From an optimization exercise on the open Yosys and OpenROAD flow, aimed at small area, a short achievable clock period and few clock cycles per item; shortcuts taken in it are not production practice. RTL that was checked went through simulation tests only; none was proved equivalent to the original.

== old ==
// simon_engine
module simon_engine (
    input  wire         clk,
    input  wire         rst_n,       
    input  wire         start,
    input  wire [1:0]   op,
    input  wire         variant,
    input  wire [255:0] key,         
    input  wire [63:0]  din0,        
    input  wire [63:0]  din1,        
    output reg          busy,
    output reg          done,
    output reg          err,
    output reg          ks_valid,
    output wire [63:0]  dout0,
    output wire [63:0]  dout1
);
Size: ~4,400 cells after synthesis, about 660 flip-flops, roughly 520 I/O pins, roughly 48,000 um2 of cells after synthesis.
Settings: LEC_CHECK=0, ABC_CLOCK_PERIOD_IN_PS=2500, CAP_MARGIN=20, CORE_MARGIN=2, CORE_UTILIZATION=75, PLACE_DENSITY=0.85, SETUP_SLACK_MARGIN=3.5, SLEW_MARGIN=20, SYNTH_MEMORY_MAX_BITS=8192; clock period 6.0 ns.
standard.sh (not shown) runs the stock make flow with config.mk's settings and CLKGATE_MAP_FILE= SYNTH_SCRIPT=/design/flow/synth_recipe.tcl, a recipe that flattens the netlist after the stock synthesis.
==> flow/flow/run.sh <==
#!/bin/bash
# The standard layout (the standard.sh: standard synthesis and ORFS steps),
# with the port buffers that buffer_ports inserts made of buf_2 cells.
set -euo pipefail
bash standard.sh finish "BUFFER_PORTS_ARGS=-buffer_cell sky130_fd_sc_hd__buf_2" > flow_finish.log 2>&1
Testbench counts of old, summed over its fixed seeds: cycles 20,128, items 544.
What new does differently from old at the input level:
--- a/flow/config.mk
+++ b/flow/config.mk
@@ -11,2 +11 @@
-export CORE_UTILIZATION = 75
-export PLACE_DENSITY = 0.85
+export CORE_UTILIZATION = 40
--- outcome ---
new reached the end of the flow, and the finished layout is clean on the timing, DRC and antenna checks. Row design area: new higher / old lower. Delta (new minus old): cell area after synthesis was more or less identical, overall die width +93 um, global-route wire length before repair went up by about 3%, transition at the pin with the smallest max-transition slack up 0.086 ns. Compared to old, new shows a wider setup margin.

---

== run 1 ==
The RTL this note starts from:
==> flow/design.v <==
module simon_engine (
    input  wire         clk,
    input  wire         rst_n,       
    input  wire         start,
    input  wire [1:0]   op,
    input  wire         variant,
    input  wire [255:0] key,         
    input  wire [63:0]  din0,        
    input  wire [63:0]  din1,        
    output reg          busy,
    output reg          done,
    output reg          err,
    output reg          ks_valid,
    output wire [63:0]  dout0,
    output wire [63:0]  dout1
);
    localparam integer R = 3;               
    localparam integer N = 72 / R;          
    localparam [1:0] OP_KEXP = 2'd0, OP_ENC = 2'd1, OP_DEC = 2'd2;
    localparam [63:0] Z = 64'h3DC94C3A046D678B;
    reg [6:0]  cnt;             
    reg        kx;              
    reg        is_dec;
    reg        var_r;
    reg        last;            
    reg        declast;         
    reg [255:0] xw;             
    reg [255:0] yw;             
    reg [63:0]  a, b;           
    assign dout0 = a;
    assign dout1 = b;
    function [63:0] rotl;
        input [63:0] x;
        input integer r;
        rotl = (x << r) | (x >> (64 - r));
    endfunction
    function [63:0] rotr;
        input [63:0] x;
        input integer r;
        rotr = (x >> r) | (x << (64 - r));
    endfunction
    function [63:0] round_f;
        input        v;
        input [63:0] x;
        begin
            if (v)
                round_f = (rotl(x, 1) ^ rotl(x, 8)) ^ rotl(x, 2);
            else
                round_f = (rotl(x, 1) & rotl(x, 8)) ^ rotl(x, 2);
        end
    endfunction
    function [127:0] ztab;
        input integer jj;
        input integer bwd;
        integer c, m;
        begin
            ztab = 128'd0;
            for (c = 0; c < N - 1; c = c + 1) begin
                m = bwd ? (76 - R * (c + 2) + jj) : (R * c + 4 + jj);
                ztab[c] = Z[(m + 62 * 4 - 4) % 62];
            end
        end
    endfunction
    localparam [127:0] ZF0 = ztab(0, 0), ZF1 = ztab(1, 0), ZF2 = ztab(2, 0), ZF3 = ztab(3, 0);
    localparam [127:0] ZB0 = ztab(0, 1), ZB1 = ztab(1, 1), ZB2 = ztab(2, 1), ZB3 = ztab(3, 1);
    wire [3:0] zf = {ZF3[cnt], ZF2[cnt], ZF1[cnt], ZF0[cnt]};
    wire [3:0] zbk = {ZB3[cnt], ZB2[cnt], ZB1[cnt], ZB0[cnt]};
    wire first = (cnt == 7'd0);
    reg [63:0] kf [0:R+3];
    reg [63:0] kb [0:R+3];
    reg [255:0] xnext, ynext;
    reg [63:0] ta, tb, tk;
    integer j;
    always @* begin
        for (j = 0; j < 4; j = j + 1)
            kf[j] = xw[64*j +: 64];
        for (j = 0; j < R; j = j + 1)
            kf[j+4] = ~kf[j] ^ rotr(kf[j+3], 3) ^ rotr(kf[j+3], 4)
                    ^ kf[j+1] ^ rotr(kf[j+1], 1)
                    ^ {62'd0, 1'b1, ~zf[j]};
        for (j = 0; j < 4; j = j + 1)
            xnext[64*j +: 64] = kf[R + j];
        for (j = 0; j < 4; j = j + 1)
            kb[R+j] = yw[64*j +: 64];
        for (j = R - 1; j >= 0; j = j - 1)
            kb[j] = ~kb[j+4] ^ rotr(kb[j+3], 3) ^ rotr(kb[j+3], 4)
                  ^ kb[j+1] ^ rotr(kb[j+1], 1)
                  ^ {62'd0, 1'b1, ~zbk[j]};
        for (j = 0; j < 4; j = j + 1)
            ynext[64*j +: 64] = kb[j];
        ta = a;
        tb = b;
        for (j = 0; j < R; j = j + 1) begin
            tk = is_dec ? yw[64*(R-1-j) +: 64] : xw[64*j +: 64];
            {ta, tb} = {tb, ta ^ round_f(var_r, tb) ^ tk};
        end
    end
    wire accept = start && !busy;
    wire run_ok = ks_valid && (op == OP_ENC || op == OP_DEC);
    always @(posedge clk) begin
        if (busy) begin
            a <= declast ? tb : ta;
            b <= declast ? ta : tb;
        end else begin
            a <= op[1] ? din1 : din0;
            b <= op[1] ? din0 : din1;
        end
        if (accept && op == OP_KEXP)
            xw <= key;
        else if (busy)
            xw <= last ? yw : xnext;
        if (busy) begin
            if (last || (kx && first))
                yw <= xw;
            else if (!kx)
                yw <= ynext;
        end
    end
    always @(posedge clk) begin
        if (!rst_n) begin
            busy     <= 1'b0;
            done     <= 1'b0;
            last     <= 1'b0;
            declast  <= 1'b0;
            err      <= 1'b0;
            ks_valid <= 1'b0;
        end else begin
            done    <= 1'b0;
            last    <= 1'b0;
            declast <= 1'b0;
            if (busy) begin
                if (cnt == N - 2) begin
                    last    <= 1'b1;
                    declast <= is_dec;
                end
                cnt <= cnt + 7'd1;
                if (last) begin
                    busy <= 1'b0;
                    done <= 1'b1;
                    if (kx)
                        ks_valid <= 1'b1;
                end
            end else if (accept) begin
                err <= 1'b0;
                cnt <= 7'd0;
                kx  <= (op == OP_KEXP);
                if (op == OP_KEXP) begin
                    ks_valid <= 1'b0;
                    busy     <= 1'b1;
                end else if (run_ok) begin
                    is_dec <= (op == OP_DEC);
                    var_r  <= variant;
                    busy   <= 1'b1;
                end else begin
                    err  <= 1'b1;
                    done <= 1'b1;
                end
            end
        end
    end
endmodule
Settings: LEC_CHECK=0, ABC_CLOCK_PERIOD_IN_PS=3500, CAP_MARGIN=20, CORE_MARGIN=2, CORE_UTILIZATION=40, SETUP_SLACK_MARGIN=2.5, SLEW_MARGIN=20, SYNTH_MEMORY_MAX_BITS=8192; clock period 6.0 ns.
Scripts as last shown in full above: flow/flow/run.sh
Testbench counts of run 1, summed over its fixed seeds: cycles 13,600, items 544.
What run 2 does differently from run 1 at the input level:
- a deleted SETUP_SLACK_MARGIN that had been 2.5
- a deleted ABC_CLOCK_PERIOD_IN_PS that had been 3500
==> flow/run.sh (new file) <==
#!/bin/bash
# synth_recipe.tcl (not shown) runs the flow's synth.tcl, then flattens the netlist and writes it again
# the make line also repeats each setting of config.mk as NAME=value (left out here)
make -C /OpenROAD-flow-scripts/flow DESIGN_CONFIG=/design/flow/config.mk WORK_HOME=/design/flow/orfs CLKGATE_MAP_FILE= SYNTH_SCRIPT=/design/flow/synth_recipe.tcl finish
removed: flow/flow/run.sh
removed: flow/standard.sh
--- outcome ---
Lower layout clock buffer count goes to run 2 over run 1.
On antenna diode count, the higher figure sits with run 1, not run 2.
Taking run 1 as the reference point, the setup slack of run 2 falls by 1260 ps.
For run 2 and run 1, there was not a single run that failed to finish clean.
Run 2: wire length on met1 1.1% below run 1
Run 2 — share of the clock period used by the worst path 21 points higher, run 1 as reference
Comparing run 2 and run 1, the higher total global routing track utilization is on run 1.
Between run 2 and run 1, the hold slack is lower for run 2.
Against run 1, run 2 comes in 6.8 mm lower on final wirelength.
Changes in run 3 relative to run 2:
- putting ABC_CLOCK_PERIOD_IN_PS at 3500 where nothing was set
- putting SETUP_SLACK_MARGIN at 2.5 where nothing was set
Run 3 has count of cell instances traversed by the critical path below what run 2 had.
Compared with run 2, in run 3 synthesized cell count has remained practically unchanged; proportion of cell area occupied by registers -1.9 points; part of the cycle the worst path needs now smaller.

---

Setup of lane 1:
RTL: one of the versions met above, not the one the previous note started from.
Size: about 4400 cells after synthesis, about 660 flip-flops, roughly 520 I/O pins, roughly 0.048 mm^2 of cells after synthesis.
// simon_engine
module simon_engine (
    input  wire         clk,
    input  wire         rst_n,       
    input  wire         start,
    input  wire [1:0]   op,
    input  wire         variant,
    input  wire [255:0] key,         
    input  wire [63:0]  din0,        
    input  wire [63:0]  din1,        
    output reg          busy,
    output reg          done,
    output reg          err,
    output reg          ks_valid,
    output wire [63:0]  dout0,
    output wire [63:0]  dout1
);
export LEC_CHECK = 0
export ABC_CLOCK_PERIOD_IN_PS = 2500
export CAP_MARGIN = 20
export CORE_MARGIN = 2
export CORE_UTILIZATION = 50
export PLACE_DENSITY = 0.65
export SETUP_SLACK_MARGIN = 3.5
export SLEW_MARGIN = 20
export SYNTH_MEMORY_MAX_BITS = 8192
create_clock -name core_clock -period 6.0 [get_ports {clk}]
==> flow/flow/run.sh <==
#!/bin/bash
# The standard layout (the standard.sh: standard synthesis and ORFS steps),
# with the port buffers that buffer_ports inserts made of buf_2 cells.
set -euo pipefail
bash standard.sh finish "BUFFER_PORTS_ARGS=-buffer_cell sky130_fd_sc_hd__buf_2" > flow_finish.log 2>&1
Testbench counts of lane 1, summed over its fixed seeds: cycles 20,128, items 544.
The inputs of lane 2 differ from those of lane 1 as listed below.
# lane 1
export LEC_CHECK = 0
export ABC_CLOCK_PERIOD_IN_PS = 2500
export CAP_MARGIN = 20
export CORE_MARGIN = 2
export CORE_UTILIZATION = 50
export PLACE_DENSITY = 0.65
export SETUP_SLACK_MARGIN = 3.5
export SLEW_MARGIN = 20
export SYNTH_MEMORY_MAX_BITS = 8192
create_clock -name core_clock -period 6.0 [get_ports {clk}]
# lane 2
export LEC_CHECK = 0
export ABC_CLOCK_PERIOD_IN_PS = 2500
export CAP_MARGIN = 20
export CORE_MARGIN = 2
export CORE_UTILIZATION = 65
export PLACE_DENSITY = 0.7
export SETUP_SLACK_MARGIN = 3.5
export SLEW_MARGIN = 20
export SYNTH_MEMORY_MAX_BITS = 8192
create_clock -name core_clock -period 6.0 [get_ports {clk}]
Results
Measured slew at the worst slew-check pin in lane 2 is 0.044 ns lower than in lane 1
Lane 2 vs. lane 1: number of cells traversed by the worst register-to-register path decreased 1; maximum frequency decreased 1.7%.

---

simon_engine, a different RTL version from the one above (not shown whole).
Size in the first run: about 5,400 cells after synthesis, about 660 flip-flops, ~520 I/O pins, roughly 0.059 mm² of cells after synthesis.
Settings: LEC_CHECK=0, ABC_CLOCK_PERIOD_IN_PS=3300, CAP_MARGIN=20, CORE_MARGIN=2, CORE_UTILIZATION=40, SETUP_SLACK_MARGIN=2.7, SLEW_MARGIN=20, SYNTH_MEMORY_MAX_BITS=8192; clock period 6.0 ns.
run.sh (not shown) runs the stock make flow with config.mk's settings and CLKGATE_MAP_FILE= SYNTH_SCRIPT=/design/flow/synth_recipe.tcl, a recipe that flattens the netlist after the stock synthesis.
Stock flow here: none of the scripts above is used.
Change:
--- a/flow/config.mk
+++ b/flow/config.mk
@@ -6,9 +6,9 @@
 export NUM_CORES = 4
 export LEC_CHECK = 0
-export ABC_CLOCK_PERIOD_IN_PS = 3300
+export ABC_CLOCK_PERIOD_IN_PS = 3500
 export CAP_MARGIN = 20
 export CORE_MARGIN = 2
 export CORE_UTILIZATION = 40
-export SETUP_SLACK_MARGIN = 2.7
+export SETUP_SLACK_MARGIN = 2.5
 export SLEW_MARGIN = 20
 export SYNTH_MEMORY_MAX_BITS = 8192
After rerunning:
- The changed run passed the timing, DRC and antenna checks
- sequential cell count does not change
- area after synthesis is unchanged
- via count fell slightly
Function was not checked in any run of this note: the RTL went through the layout flow alone.

---

job 6778:
RTL: one of the versions met above, not the one the previous note started from.
For scale: about 4400 cells after synthesis, ~520 I/O pins, about 48000 µm² of cells after synthesis.
clock: 6.0 ns
lec_check: 0
abc_clock_period_in_ps: 2500
cap_margin: 20
core_margin: 2
core_utilization: 60
cts_cluster_diameter: 100
cts_cluster_size: 22
place_density: 0.75
setup_slack_margin: 3.5
slew_margin: 20
synth_memory_max_bits: 8192
standard.sh (not shown) runs the stock make flow with config.mk's settings and CLKGATE_MAP_FILE= SYNTH_SCRIPT=/design/flow/synth_recipe.tcl, a recipe that flattens the netlist after the stock synthesis.
Scripts as last shown in full above: flow/flow/run.sh
Testbench counts of job 6778, summed over its fixed seeds: cycles 20,128, items 544.
What job 3596 does differently from job 6778 at the input level:
# job 6778
export LEC_CHECK = 0
export ABC_CLOCK_PERIOD_IN_PS = 2500
export CAP_MARGIN = 20
export CORE_MARGIN = 2
export CORE_UTILIZATION = 60
export CTS_CLUSTER_DIAMETER = 100
export CTS_CLUSTER_SIZE = 22
export PLACE_DENSITY = 0.75
export SETUP_SLACK_MARGIN = 3.5
export SLEW_MARGIN = 20
export SYNTH_MEMORY_MAX_BITS = 8192
create_clock -name core_clock -period 6.0 [get_ports {clk}]
# job 3596
export LEC_CHECK = 0
export ABC_CLOCK_PERIOD_IN_PS = 2500
export CAP_MARGIN = 20
export CORE_MARGIN = 2
export CORE_UTILIZATION = 60
export PLACE_DENSITY = 0.75
export SETUP_SLACK_MARGIN = 3.5
export SLEW_MARGIN = 20
export SYNTH_MEMORY_MAX_BITS = 8192
create_clock -name core_clock -period 6.0 [get_ports {clk}]
- Where wire length of the first global-routing pass is concerned, job 6778 is better than job 3596.
- Vias: job 3596 above job 6778
- Going from job 6778 to job 3596, area of all placed cells without fillers grew by 2.6%, setup skew after layout grew by 0.011 ns, detailed-route wire length grew by 1.1 mm.
- Count of cells resized by post-cts repair (job 6778 / job 3596): 0.895
- [compare] base=job 6778 new=job 3596: fraction of area in non-clock buffers shows a reduction of 0.20 points; number of non-clock buffers in the layout shows a reduction of 2.
Setup changes, job 3596 to job 1483
# job 3596
export LEC_CHECK = 0
export ABC_CLOCK_PERIOD_IN_PS = 2500
export CAP_MARGIN = 20
export CORE_MARGIN = 2
export CORE_UTILIZATION = 60
export PLACE_DENSITY = 0.75
export SETUP_SLACK_MARGIN = 3.5
export SLEW_MARGIN = 20
export SYNTH_MEMORY_MAX_BITS = 8192
create_clock -name core_clock -period 6.0 [get_ports {clk}]
# job 1483
export LEC_CHECK = 0
export ABC_CLOCK_PERIOD_IN_PS = 2400
export CAP_MARGIN = 20
export CORE_MARGIN = 2
export CORE_UTILIZATION = 60
export PLACE_DENSITY = 0.75
export SETUP_SLACK_MARGIN = 3.6
export SLEW_MARGIN = 20
export SYNTH_MEMORY_MAX_BITS = 8192
create_clock -name core_clock -period 6.0 [get_ports {clk}]
Notes after the runs:
Relative to job 3596, job 1483 degrades final instance area. On job 1483: met3 wirelength from detailed routing is 800 µm higher than what job 3596 gave. Relative to job 3596, job 1483 degrades global-route wire length before repair. Cmp job 1483 and job 3596 / synthesis-to-layout area growth / lower: job 3596. Job 1483 ends up with a slew at the pin closest to its max-slew limit that is 0.018 ns lower than in job 3596. On violation count after the first detailed-route iteration: job 1483 sits above job 3596. Compared with job 3596, placement density in the core of job 1483 is higher. Job 1483 vs job 3596: final standard cell count with taps included and fillers excluded up slightly. Per the comparison of job 1483 with job 3596, number of cells on the critical path lower, maximum fanout encountered on the critical timing path higher.

==> separate check: timing with driven ports <==
In the flow no input, the clock included, has a driving cell. The finished layouts below were timed again as built, in two steps.
Step 1 (the two cells are an assumption about what drives the block):
set clk [get_ports {clk}]
set_driving_cell -lib_cell sky130_fd_sc_hd__clkbuf_16 $clk
set_driving_cell -lib_cell sky130_fd_sc_hd__buf_2 [delete_from_list [all_inputs] $clk]
Step 2 times the ports against the registers' clock, not the clock port: input delays grow and output delays shrink by t, the midpoint of the rising clock arrivals with the driver on.
Slacks: ideal / step 1 / step 2; pairs: ideal / step 1.
run | t (ns) | setup slack, ns | hold WS [ns] | worst slew at a driven data input, ns | pins driven straight from the clock port
old | 0.709 | 3.293 / 3.293 / 2.713 | 0.550 / 0.550 / 0.550 | 0.22 | 1
new | 0.734 | 3.460 / 3.460 / 2.735 | 0.487 / 0.487 / 0.487 | 0.23 | 1
run 1 | 0.796 | 2.423 / 2.423 / 1.766 | 0.490 / 0.490 / 0.490 | 0.15 | 1
run 2 | 0.783 | 1.165 / 1.165 / 1.165 | 0.476 / 0.476 / 0.476 | 0.16 | 1
run 3 | 0.800 | 2.457 / 2.457 / 1.937 | 0.476 / 0.476 / 0.476 | 0.19 | 1
lane 1 | 0.740 | 3.458 / 3.442 / 2.769 | 0.473 / 0.473 / 0.473 | 0.16 | 1
lane 2 | 0.694 | 3.416 / 3.322 / 2.628 | 0.479 / 0.479 / 0.479 | 0.25 | 1
the first run of note 4 | 0.783 | 1.984 / 1.984 / 1.984 | 0.487 / 0.487 / 0.487 | 0.07 | 1
the second run of note 4 | 0.817 | 2.010 / 2.010 / 1.689 | 0.476 / 0.476 / 0.476 | 0.06 | 1
job 6778 | 0.680 | 3.403 / 3.403 / 2.729 | 0.498 / 0.498 / 0.498 | 0.24 | 1
job 3596 | 0.698 | 3.491 / 3.398 / 2.701 | 0.491 / 0.491 / 0.491 | 0.26 | 1
job 1483 | 0.695 | 3.479 / 3.456 / 2.761 | 0.493 / 0.493 / 0.493 | 0.22 | 1
After both steps setup and hold are still met in every run listed. The setup slack of job 3596, which loses most, moves by -0.093 ns with the drivers and by -0.790 ns with both steps.
